What follows belongs to an exercise in optimizing a design on an open flow for small area, a short achievable clock period and few clock cycles; a production flow would make more cautious choices.
In this exercise RTL edits were held to simulation tests only and were not proved equivalent to the original.
Power figures rest on the tool's default switching activity, not on a simulated workload.

==> 11-21 <==
==> flow/design.v <==
module freq_ranker (
    input  wire       clk,
    input  wire       rst,         
    input  wire       in_valid,
    input  wire [7:0] in_data,
    input  wire       go,
    output wire       in_ready,
    output wire       out_valid,
    output wire [7:0] out_sym,
    input  wire       out_ready,
    output reg        done,
    output reg        err,
    output reg  [8:0] sym_count
);
    localparam [11:0] IN_CAP = 12'd4095;
    localparam        NS     = 15;         
    reg        busy;                       
    reg        acc_byte_q;                 
    reg        acc_go_q;                   
    reg  [7:0] data_q;                     
    reg [11:0] total;
    reg        full;                       
    reg        ovf;
    reg        rst_q;                      
    assign in_ready = !busy;
    wire acc_byte = in_valid && !busy;
    wire acc_go   = go && !in_valid && !busy;
    wire        inc_q    = acc_byte_q && !full;
    wire        ovf_go   = acc_go_q && ovf;
    wire        clr_all  = rst_q || ovf_go;
    wire [11:0] total_d  = inc_q ? total + 12'd1 : total;
    reg          searching;                
    reg          emitting;                 
    reg          first;                    
    reg          seen;                     
    reg  [7:0]   hb;                       
    reg          fin;                      
    reg          slotph;                   
    reg  [1:0]   chk;                      
    reg          s_hi;                     
    reg          s_ins;                    
    reg          s_ins2;                   
    reg          ins_q;                    
    reg          inv_q;                    
    reg  [7:0]   bsel;                     
    reg  [7:0]   bsel_d;                   
    wire [255:0] cbit;                     
    wire [255:0] dec;                      
    wire [255:0] wrap;                     
    wire [255:0] p_oh;                     
    genvar gi;
    generate
        for (gi = 0; gi < 256; gi = gi + 1) begin : g_cnt
            reg  [7:0] c;
            assign dec[gi] = (data_q == gi);
            always @(posedge clk) begin
                if (clr_all || p_oh[gi])
                    c <= 8'd0;
                else if (inc_q && dec[gi])
                    c <= c + 8'd1;
            end
            assign cbit[gi] = |(c & bsel);
            assign wrap[gi] = dec[gi] && (&c);
        end
    endgenerate
    reg  [NS-1:0] sv;                      
    reg  [7:0]    stag [0:NS-1];
    reg  [3:0]    shi  [0:NS-1];
    reg  [3:0]    nslot;                   
    reg           wrap_q;                  
    reg  [7:0]    wtag_q;                  
    reg  [NS-1:0] ssrch;                   
    reg  [3:0]    sb;                      
    wire [7:0]    cmp_tag = inv_q ? data_q : wtag_q;
    wire [NS-1:0] smatch;
    wire [NS-1:0] ss_bit;
    genvar si;
    generate
        for (si = 0; si < NS; si = si + 1) begin : g_slot
            assign smatch[si] = sv[si] && (stag[si] == cmp_tag);
            assign ss_bit[si] = |(shi[si] & sb);
        end
    endgenerate
    wire          alloc   = wrap_q && !(|smatch);
    wire [NS-1:0] ss_sel  = ssrch & ss_bit;
    wire          ss_any  = |ss_sel;
    reg  [NS-1:0] pk;
    reg  [7:0]    pk_tag;
    integer ti;
    always @(*) begin
        pk     = {NS{1'b0}};
        pk_tag = 8'd0;
        for (ti = NS - 1; ti >= 0; ti = ti - 1)
            if (ssrch[ti]) pk = {{(NS-1){1'b0}}, 1'b1} << ti;
        for (ti = 0; ti < NS; ti = ti + 1)
            if (pk[ti]) pk_tag = pk_tag | stag[ti];
    end
    wire          pk_last = ((ssrch & ~pk) == {NS{1'b0}});
    reg  [255:0] srch;                     
    wire [255:0] s_all  = srch | {256{first}};
    wire [255:0] s_sel  = s_all & cbit;
    wire         s_any  = |s_sel;
    wire         s_last = bsel[0];
    wire         e_ok;
    wire [7:0]   p_idx;
    wire         p_any;
    wire         p_two;
    prio256 u_prio (.v(srch), .en(e_ok), .any(p_any), .two(p_two), .idx(p_idx), .oh(p_oh));
    reg        h_v;
    reg  [7:0] h_sym;
    reg        s_v;
    reg  [7:0] s_sym;
    assign out_valid = h_v;
    assign out_sym   = h_sym;
    assign     e_ok    = emitting && !s_v;
    wire       emit    = e_ok && p_any;
    wire       lvl_end = emit && !p_two;         
    wire       pop     = h_v && out_ready;
    wire       chk_go  = (chk == 2'd1);
    wire       hi_go   = chk_go && (|sv);
    wire       main_go = chk_go && !(|sv);
    reg [7:0] lead8;
    integer li;
    always @(*) begin
        lead8 = 8'd1;
        for (li = 1; li < 12; li = li + 1)
            if (total_d[li]) lead8 = (li >= 7) ? 8'h80 : (8'd1 << li);
    end
    always @(*) begin
        if (searching && !s_last)
            bsel_d = bsel >> 1;
        else if (emitting && !slotph)
            bsel_d = hb;
        else if (emitting || slotph)
            bsel_d = 8'h80;
        else
            bsel_d = bsel;
    end
    wire finish = fin && !s_v && (!h_v || out_ready);
    always @(posedge clk) begin
        if (!busy)
            srch <= {256{1'b1}};
        else if (hi_go)
            srch <= 256'd0;
        else if (ins_q)
            srch <= srch | dec;
        else if (emitting)
            srch <= srch & ~p_oh;
        else if (searching)
            srch <= s_any ? s_sel : s_all;
    end
    integer sj;
    always @(posedge clk) begin
        wrap_q <= inc_q && (|wrap) && !clr_all;
        wtag_q <= data_q;
        if (clr_all) begin
            sv    <= {NS{1'b0}};
            nslot <= 4'd0;
        end else begin
            for (sj = 0; sj < NS; sj = sj + 1) begin
                if (wrap_q && smatch[sj])
                    shi[sj] <= shi[sj] + 4'd1;
                if (!sv[sj] && nslot == sj) begin
                    stag[sj] <= wtag_q;
                    shi[sj]  <= 4'd1;
                end
            end
            if (alloc) begin
                sv[nslot] <= 1'b1;
                nslot     <= nslot + 4'd1;
            end
            if (inv_q)
                sv <= sv & ~smatch;
            if (finish)
                nslot <= 4'd0;
        end
    end
    always @(posedge clk)
        rst_q <= rst;
    always @(posedge clk) begin
        if (rst) begin
            busy       <= 1'b0;
            acc_byte_q <= 1'b0;
            acc_go_q   <= 1'b0;
            total      <= 12'd0;
            full       <= 1'b0;
            ovf        <= 1'b0;
            searching  <= 1'b0;
            emitting   <= 1'b0;
            first      <= 1'b0;
            seen       <= 1'b0;
            fin        <= 1'b0;
            slotph     <= 1'b0;
            chk        <= 2'd0;
            s_hi       <= 1'b0;
            s_ins      <= 1'b0;
            s_ins2     <= 1'b0;
            ins_q      <= 1'b0;
            inv_q      <= 1'b0;
            h_v        <= 1'b0;
            s_v        <= 1'b0;
            done       <= 1'b0;
            err        <= 1'b0;
            sym_count  <= 9'd0;
            bsel       <= 8'd1;
        end else begin
            acc_byte_q <= acc_byte;
            acc_go_q   <= acc_go;
            ins_q      <= s_ins;
            inv_q      <= emit && slotph;
            if (!busy)
                data_q <= in_data;
            else if (s_ins)
                data_q <= pk_tag;
            else
                data_q <= p_idx;
            if (acc_byte || acc_go)
                done <= 1'b0;
            if (acc_go)
                busy <= 1'b1;
            if (!busy) begin
                total <= total_d;
                full  <= (total_d == IN_CAP);
                if (acc_byte_q && full)
                    ovf <= 1'b1;
            end
            bsel <= busy ? bsel_d : lead8;
            if (acc_go_q) begin
                err       <= ovf;
                sym_count <= 9'd0;
                total     <= 12'd0;
                full      <= 1'b0;
                ovf       <= 1'b0;
                if (ovf) begin
                    done <= 1'b1;
                    busy <= 1'b0;
                end else if ((|sv) || wrap_q) begin
                    slotph <= 1'b1;
                    chk    <= 2'd1;
                end else begin
                    searching <= 1'b1;
                end
            end
            if (chk != 2'd0)
                chk <= chk - 2'd1;
            if (hi_go) begin
                s_hi  <= 1'b1;
                ssrch <= sv;
                sb    <= 4'b1000;
            end
            if (main_go) begin
                slotph    <= 1'b0;
                searching <= 1'b1;
                first     <= 1'b1;
            end
            if (s_hi) begin
                if (ss_any)
                    ssrch <= ss_sel;
                if (sb[0]) begin
                    s_hi  <= 1'b0;
                    s_ins <= 1'b1;
                end else begin
                    sb <= sb >> 1;
                end
            end
            if (s_ins) begin
                ssrch <= ssrch & ~pk;
                if (pk_last) begin
                    s_ins  <= 1'b0;
                    s_ins2 <= 1'b1;
                end
            end
            if (s_ins2) begin
                s_ins2    <= 1'b0;
                searching <= 1'b1;
            end
            if (searching) begin
                first <= 1'b0;
                if (s_any && !seen) begin
                    hb   <= bsel;
                    seen <= 1'b1;
                end
                if (s_last) begin
                    searching <= 1'b0;
                    seen      <= 1'b0;
                    if (slotph || seen || s_any) emitting <= 1'b1;
                    else                         fin      <= 1'b1;
                end
            end
            if (lvl_end) begin
                emitting <= 1'b0;
                if (slotph) begin
                    chk <= 2'd2;
                end else begin
                    searching <= 1'b1;
                    first     <= 1'b1;
                end
            end
            if (emit)
                sym_count <= sym_count + 9'd1;
            if (s_v) begin
                if (pop) begin
                    h_sym <= s_sym;
                    s_v   <= 1'b0;
                end
            end else if (emit) begin
                if (!h_v || pop) begin
                    h_v   <= 1'b1;
                    h_sym <= p_idx;
                end else begin
                    s_v   <= 1'b1;
                    s_sym <= p_idx;
                end
            end else if (pop) begin
                h_v <= 1'b0;
            end
            if (finish) begin
                fin  <= 1'b0;
                done <= 1'b1;
                busy <= 1'b0;
            end
        end
    end
endmodule
module prio256 (
    input  wire [255:0] v,
    input  wire         en,
    output wire         any,
    output wire         two,
    output wire [7:0]   idx,
    output wire [255:0] oh
);
    wire [255:0] a  [0:8];
    wire [255:0] t  [0:8];
    wire [7:0]   ix [0:8][0:255];
    wire [255:0] e  [0:8];
    genvar l, j;
    generate
        for (j = 0; j < 256; j = j + 1) begin : g_leaf
            assign a[0][j]  = v[j];
            assign t[0][j]  = 1'b0;
            assign ix[0][j] = 8'd0;
        end
        for (l = 1; l <= 8; l = l + 1) begin : g_up
            for (j = 0; j < (256 >> l); j = j + 1) begin : g_node
                wire al = a[l-1][2*j];
                wire ar = a[l-1][2*j+1];
                assign a[l][j]  = al | ar;
                assign t[l][j]  = t[l-1][2*j] | t[l-1][2*j+1] | (al & ar);
                assign ix[l][j] = al ? ix[l-1][2*j] : (ix[l-1][2*j+1] | (8'd1 << (l-1)));
            end
            for (j = (256 >> l); j < 256; j = j + 1) begin : g_pad
                assign a[l][j]  = 1'b0;
                assign t[l][j]  = 1'b0;
                assign ix[l][j] = 8'd0;
            end
        end
        assign e[8][0] = en;
        for (j = 1; j < 256; j = j + 1) begin : g_en8
            assign e[8][j] = 1'b0;
        end
        for (l = 8; l >= 1; l = l - 1) begin : g_down
            for (j = 0; j < (256 >> l); j = j + 1) begin : g_node
                assign e[l-1][2*j]   = e[l][j];
                assign e[l-1][2*j+1] = e[l][j] & ~a[l-1][2*j];
            end
            for (j = (256 >> (l-1)); j < 256; j = j + 1) begin : g_pad
                assign e[l-1][j] = 1'b0;
            end
        end
    endgenerate
    assign any = a[8][0];
    assign two = t[8][0];
    assign idx = ix[8][0];
    assign oh  = v & e[0];
endmodule
==> flow/flow/run.sh <==
#!/bin/bash
set -euo pipefail
export SETUP_SLACK_MARGIN=9.5
bash standard.sh > standard_flow.log 2>&1
==> flow/standard.sh <==
#!/bin/bash
# synth_recipe.tcl (not shown) runs the flow's synth.tcl, then flattens the netlist and writes it again
# the make line also repeats each setting of config.mk as NAME=value (left out here)
make -C /OpenROAD-flow-scripts/flow DESIGN_CONFIG=/design/flow/config.mk WORK_HOME=/design/flow/orfs CLKGATE_MAP_FILE= SYNTH_SCRIPT=/design/flow/synth_recipe.tcl "${@:-finish}"
==> flow/config.mk <==
export PLATFORM = sky130hd
export DESIGN_NAME = freq_ranker
export DESIGN_NICKNAME = freq_ranker
export VERILOG_FILES = /design/flow/design.v
export SDC_FILE = /design/flow/constraint.sdc
export NUM_CORES = 4
export LEC_CHECK = 0
export CAP_MARGIN = 20
export CORE_MARGIN = 2
export CORE_UTILIZATION = 35
export SLEW_MARGIN = 20
==> flow/constraint.sdc <==
create_clock -name core_clock -period 14.0 [get_ports {clk}]
set_input_delay 2.8000 -clock core_clock [delete_from_list [all_inputs] [get_ports {clk}]]
set_output_delay 2.8000 -clock core_clock [all_outputs]
set_load 0.01 [all_outputs]
==> inputs of 11-18, as changes to 11-21 <==
==> flow/design.v, changed modules only <==
module freq_ranker (
    input  wire       clk,
    input  wire       rst,         
    input  wire       in_valid,
    input  wire [7:0] in_data,
    input  wire       go,
    output wire       in_ready,
    output wire       out_valid,
    output wire [7:0] out_sym,
    input  wire       out_ready,
    output reg        done,
    output reg        err,
    output reg  [8:0] sym_count
);
    localparam [11:0] IN_CAP = 12'd4095;
    localparam        NS     = 15;         
    reg        busy;                       
    reg        acc_byte_q;                 
    reg        acc_go_q;                   
    reg  [7:0] data_q;                     
    reg [11:0] total;
    reg        full;                       
    reg        ovf;
    reg        rst_q;                      
    assign in_ready = !busy;
    wire acc_byte = in_valid && !busy;
    wire acc_go   = go && !in_valid && !busy;
    wire        inc_q    = acc_byte_q && !full;
    wire        ovf_go   = acc_go_q && ovf;
    wire        clr_all  = rst_q || ovf_go;
    wire [11:0] total_d  = inc_q ? total + 12'd1 : total;
    reg          searching;                
    reg          emitting;                 
    reg          first;                    
    reg          seen;                     
    reg  [7:0]   hb;                       
    reg          more;                     
    reg          fin;                      
    reg          slotph;                   
    reg  [1:0]   chk;                      
    reg          s_hi;                     
    reg          s_ins;                    
    reg          s_ins2;                   
    reg          ins_q;                    
    reg          inv_q;                    
    reg  [7:0]   bsel;                     
    reg  [7:0]   bsel_d;                   
    reg  [255:0] cbit;                     
    wire [255:0] dec;                      
    wire [255:0] wrap;                     
    wire [255:0] p_oh;                     
    genvar gi;
    generate
        for (gi = 0; gi < 256; gi = gi + 1) begin : g_cnt
            reg  [7:0] c;
            assign dec[gi] = (data_q == gi);
            always @(posedge clk) begin
                if (clr_all || p_oh[gi])
                    c <= 8'd0;
                else if (inc_q && dec[gi])
                    c <= c + 8'd1;
            end
            always @(posedge clk)
                cbit[gi] <= |(c & bsel_d) && !p_oh[gi];
            assign wrap[gi] = dec[gi] && (&c);
        end
    endgenerate
    reg  [NS-1:0] sv;                      
    reg  [7:0]    stag [0:NS-1];
    reg  [3:0]    shi  [0:NS-1];
    reg  [3:0]    nslot;                   
    reg  [15:0]   wrap_g;                  
    reg  [7:0]    wtag_g;                  
    reg           wrap_q;                  
    reg  [7:0]    wtag_q;                  
    reg  [NS-1:0] ssrch;                   
    reg  [3:0]    sb;                      
    wire [7:0]    cmp_tag = inv_q ? data_q : wtag_q;
    wire [NS-1:0] smatch;
    wire [NS-1:0] ss_bit;
    genvar si;
    generate
        for (si = 0; si < NS; si = si + 1) begin : g_slot
            assign smatch[si] = sv[si] && (stag[si] == cmp_tag);
            assign ss_bit[si] = |(shi[si] & sb);
        end
    endgenerate
    wire          alloc   = wrap_q && !(|smatch);
    wire [NS-1:0] ss_sel  = ssrch & ss_bit;
    wire          ss_any  = |ss_sel;
    reg  [NS-1:0] pk;
    reg  [7:0]    pk_tag;
    integer ti;
    always @(*) begin
        pk     = {NS{1'b0}};
        pk_tag = 8'd0;
        for (ti = NS - 1; ti >= 0; ti = ti - 1)
            if (ssrch[ti]) pk = {{(NS-1){1'b0}}, 1'b1} << ti;
        for (ti = 0; ti < NS; ti = ti + 1)
            if (pk[ti]) pk_tag = pk_tag | stag[ti];
    end
    wire          pk_last = ((ssrch & ~pk) == {NS{1'b0}});
    reg  [255:0] srch;                     
    wire [255:0] s_all  = srch | {256{first}};
    wire [255:0] s_sel  = s_all & cbit;
    wire         s_any  = |s_sel;
    wire         s_last = bsel[0];
    wire         e_ok;
    wire [7:0]   p_idx;
    wire         p_any;
    wire         p_two;
    prio256 u_prio (.v(srch), .en(e_ok), .any(p_any), .two(p_two), .idx(p_idx), .oh(p_oh));
    reg        h_v;
    reg  [7:0] h_sym;
    reg        s_v;
    reg  [7:0] s_sym;
    assign out_valid = h_v;
    assign out_sym   = h_sym;
    assign     e_ok    = emitting && !s_v;
    wire       emit    = e_ok && p_any;
    wire       lvl_end = emit && !p_two;         
    wire       pop     = h_v && out_ready;
    wire       chk_go  = (chk == 2'd1);
    wire       hi_go   = chk_go && (|sv);
    wire       main_go = chk_go && !(|sv);
    reg [7:0] lead8;
    integer li;
    always @(*) begin
        lead8 = 8'd1;
        for (li = 1; li < 12; li = li + 1)
            if (total_d[li]) lead8 = (li >= 7) ? 8'h80 : (8'd1 << li);
    end
    always @(*) begin
        if (searching && !s_last)
            bsel_d = bsel >> 1;
        else if (emitting && !slotph)
            bsel_d = more ? hb : (hb >> 1);
        else if (emitting || slotph)
            bsel_d = 8'h80;
        else
            bsel_d = bsel;
    end
    wire finish = fin && !s_v && (!h_v || out_ready);
    always @(posedge clk) begin
        if (!busy)
            srch <= {256{1'b1}};
        else if (hi_go)
            srch <= 256'd0;
        else if (ins_q)
            srch <= srch | dec;
        else if (emitting)
            srch <= srch & ~p_oh;
        else if (searching)
            srch <= s_any ? s_sel : s_all;
    end
    integer sj;
    always @(posedge clk) begin
        for (sj = 0; sj < 16; sj = sj + 1)
            wrap_g[sj] <= inc_q && (|wrap[16*sj +: 16]) && !clr_all;
        wtag_g <= data_q;
        wrap_q <= (|wrap_g) && !clr_all;
        wtag_q <= wtag_g;
        if (clr_all) begin
            sv    <= {NS{1'b0}};
            nslot <= 4'd0;
        end else begin
            for (sj = 0; sj < NS; sj = sj + 1) begin
                if (wrap_q && smatch[sj])
                    shi[sj] <= shi[sj] + 4'd1;
                if (!sv[sj] && nslot == sj) begin
                    stag[sj] <= wtag_q;
                    shi[sj]  <= 4'd1;
                end
            end
            if (alloc) begin
                sv[nslot] <= 1'b1;
                nslot     <= nslot + 4'd1;
            end
            if (inv_q)
                sv <= sv & ~smatch;
            if (finish)
                nslot <= 4'd0;
        end
    end
    always @(posedge clk)
        rst_q <= rst;
    always @(posedge clk) begin
        if (rst) begin
            busy       <= 1'b0;
            acc_byte_q <= 1'b0;
            acc_go_q   <= 1'b0;
            total      <= 12'd0;
            full       <= 1'b0;
            ovf        <= 1'b0;
            searching  <= 1'b0;
            emitting   <= 1'b0;
            first      <= 1'b0;
            seen       <= 1'b0;
            fin        <= 1'b0;
            slotph     <= 1'b0;
            chk        <= 2'd0;
            s_hi       <= 1'b0;
            s_ins      <= 1'b0;
            s_ins2     <= 1'b0;
            ins_q      <= 1'b0;
            inv_q      <= 1'b0;
            h_v        <= 1'b0;
            s_v        <= 1'b0;
            done       <= 1'b0;
            err        <= 1'b0;
            sym_count  <= 9'd0;
            bsel       <= 8'd1;
        end else begin
            acc_byte_q <= acc_byte;
            acc_go_q   <= acc_go;
            ins_q      <= s_ins;
            inv_q      <= emit && slotph;
            if (!busy)
                data_q <= in_data;
            else if (s_ins)
                data_q <= pk_tag;
            else
                data_q <= p_idx;
            if (acc_byte || acc_go)
                done <= 1'b0;
            if (acc_go)
                busy <= 1'b1;
            if (!busy) begin
                total <= total_d;
                full  <= (total_d == IN_CAP);
                if (acc_byte_q && full)
                    ovf <= 1'b1;
            end
            bsel <= busy ? bsel_d : lead8;
            if (acc_go_q) begin
                err       <= ovf;
                sym_count <= 9'd0;
                total     <= 12'd0;
                full      <= 1'b0;
                ovf       <= 1'b0;
                if (ovf) begin
                    done <= 1'b1;
                    busy <= 1'b0;
                end else if ((|sv) || wrap_q || (|wrap_g)) begin
                    slotph <= 1'b1;
                    chk    <= 2'd2;
                end else begin
                    searching <= 1'b1;
                end
            end
            if (chk != 2'd0)
                chk <= chk - 2'd1;
            if (hi_go) begin
                s_hi  <= 1'b1;
                ssrch <= sv;
                sb    <= 4'b1000;
            end
            if (main_go) begin
                slotph    <= 1'b0;
                searching <= 1'b1;
                first     <= 1'b1;
            end
            if (s_hi) begin
                if (ss_any)
                    ssrch <= ss_sel;
                if (sb[0]) begin
                    s_hi  <= 1'b0;
                    s_ins <= 1'b1;
                end else begin
                    sb <= sb >> 1;
                end
            end
            if (s_ins) begin
                ssrch <= ssrch & ~pk;
                if (pk_last) begin
                    s_ins  <= 1'b0;
                    s_ins2 <= 1'b1;
                end
            end
            if (s_ins2) begin
                s_ins2    <= 1'b0;
                searching <= 1'b1;
            end
            if (searching) begin
                first <= 1'b0;
                if (s_any && !seen) begin
                    hb   <= bsel;
                    seen <= 1'b1;
                    more <= 1'b0;
                end
                if (s_any && seen)
                    more <= 1'b1;
                if (s_last) begin
                    searching <= 1'b0;
                    seen      <= 1'b0;
                    if (slotph || seen || s_any) emitting <= 1'b1;
                    else                         fin      <= 1'b1;
                end
            end
            if (lvl_end) begin
                emitting <= 1'b0;
                if (slotph) begin
                    chk <= 2'd2;
                end else if (hb[0] && !more) begin
                    fin <= 1'b1;
                end else begin
                    searching <= 1'b1;
                    first     <= 1'b1;
                end
            end
            if (emit)
                sym_count <= sym_count + 9'd1;
            if (s_v) begin
                if (pop) begin
                    h_sym <= s_sym;
                    s_v   <= 1'b0;
                end
            end else if (emit) begin
                if (!h_v || pop) begin
                    h_v   <= 1'b1;
                    h_sym <= p_idx;
                end else begin
                    s_v   <= 1'b1;
                    s_sym <= p_idx;
                end
            end else if (pop) begin
                h_v <= 1'b0;
            end
            if (finish) begin
                fin  <= 1'b0;
                done <= 1'b1;
                busy <= 1'b0;
            end
        end
    end
endmodule
module prio256 (
    input  wire [255:0] v,
    input  wire         en,
    output wire         any,
    output wire         two,
    output wire [7:0]   idx,
    output wire [255:0] oh
);
    wire [15:0] g;                         
    wire [15:0] g2;                        
    wire [15:0] lo [0:15];                 
    wire [3:0]  li [0:15];                 
    genvar k, i;
    generate
        for (k = 0; k < 16; k = k + 1) begin : g_grp
            wire [15:0] x = v[16*k +: 16];
            wire [15:0] pre;               
            assign pre[0] = 1'b0;
            for (i = 1; i < 16; i = i + 1) begin : g_pre
                assign pre[i] = |x[i-1:0];
            end
            assign lo[k] = x & ~pre;
            assign g[k]  = |x;
            assign g2[k] = |(x & pre);
            assign li[k] = {|(lo[k] & 16'hFF00), |(lo[k] & 16'hF0F0),
                            |(lo[k] & 16'hCCCC), |(lo[k] & 16'hAAAA)};
        end
    endgenerate
    wire [15:0] gpre;                      
    assign gpre[0] = 1'b0;
    generate
        for (k = 1; k < 16; k = k + 1) begin : g_gpre
            assign gpre[k] = |g[k-1:0];
        end
    endgenerate
    wire [15:0] gf = g & ~gpre;            
    reg [3:0] lidx;
    integer j;
    always @(*) begin
        lidx = 4'd0;
        for (j = 0; j < 16; j = j + 1)
            if (gf[j]) lidx = lidx | li[j];
    end
    generate
        for (k = 0; k < 16; k = k + 1) begin : g_oh
            assign oh[16*k +: 16] = lo[k] & {16{en && gf[k]}};
        end
    endgenerate
    assign any = |g;
    assign two = (|(g & gpre)) || (|g2);
    assign idx = {|(gf & 16'hFF00), |(gf & 16'hF0F0), |(gf & 16'hCCCC), |(gf & 16'hAAAA), lidx};
endmodule
==> comparison table <==
|  | 11-18 | 11-21 |
|---|---|---|
| Status | complete, no violations | complete, no violations |
| Detailed Route Iter0 Violations | 20600 | 24100 |
| First-pass DRT Iterations | 8 | 10 |
| Layout buffer count excluding clock buffers | 509 | 1149 |
| Combinational group share of total power | 6.6% | 8.6% |
| Worst Max-Slew Pin Slew | 1.33 ns | 1.31 ns |
| Number of antenna violations at the first check in global routing | 135 | 198 |
| Simple-gate area share of the yosys netlist | 25.3% | 24.3% |
| Cells after DPL | 23400 | 22000 |
| Maximum fanout along the worst path | 13 | 16 |
| Routed met3 length | 85700 um | 122000 um |
| Slack of the worst reg-to-reg path | 9.18 ns | 9.15 ns |
| Average wire per standard cell | 32.1 um | 40.5 um |
| Number of vias per cell | 6.31 | 6.56 |
| Vias in the first global route | 136000 | 131000 |
| Global routing usage on met1 | 44.4% | 56.5% |
| Register-to-Register Path Depth | 8 | 12 |
| PD cells | 111 mW/mm2 | 107 mW/mm2 |
Testbench counts of 11-21, summed over its fixed seeds: cycles 74,260.
Testbench counts of 11-18, summed over its fixed seeds: cycles 74,031.

[re-timing with driven ports]
Ports are ideal in the flow. The routed layouts listed here were re-timed in OpenROAD.
Step 1 (the two cells are an assumption about what drives the block):
set clk [get_ports {clk}]
set_driving_cell -lib_cell sky130_fd_sc_hd__clkbuf_16 $clk
set_driving_cell -lib_cell sky130_fd_sc_hd__buf_2 [delete_from_list [all_inputs] $clk]
Step 2, shift: input delay + t, output delay - t, t = (earliest + latest rising clock arrival at the registers) / 2. This alone moves slack from input paths to output paths.
Slacks: no drivers / after step 1 / after step 2; pairs: no drivers / after step 1.
run	t (ns)	slack for setup (ns)	latest minus earliest clock arrival (ns)
11-21	1.153	9.152 / 9.152 / 8.973	0.105 / 0.105
11-18	1.095	9.176 / 9.176 / 9.095	0.103 / 0.103
After both steps every run listed still meets setup and hold. For 11-21, which loses most, drivers alone change the setup slack by 0.000 ns; drivers and shift together by -0.179 ns.
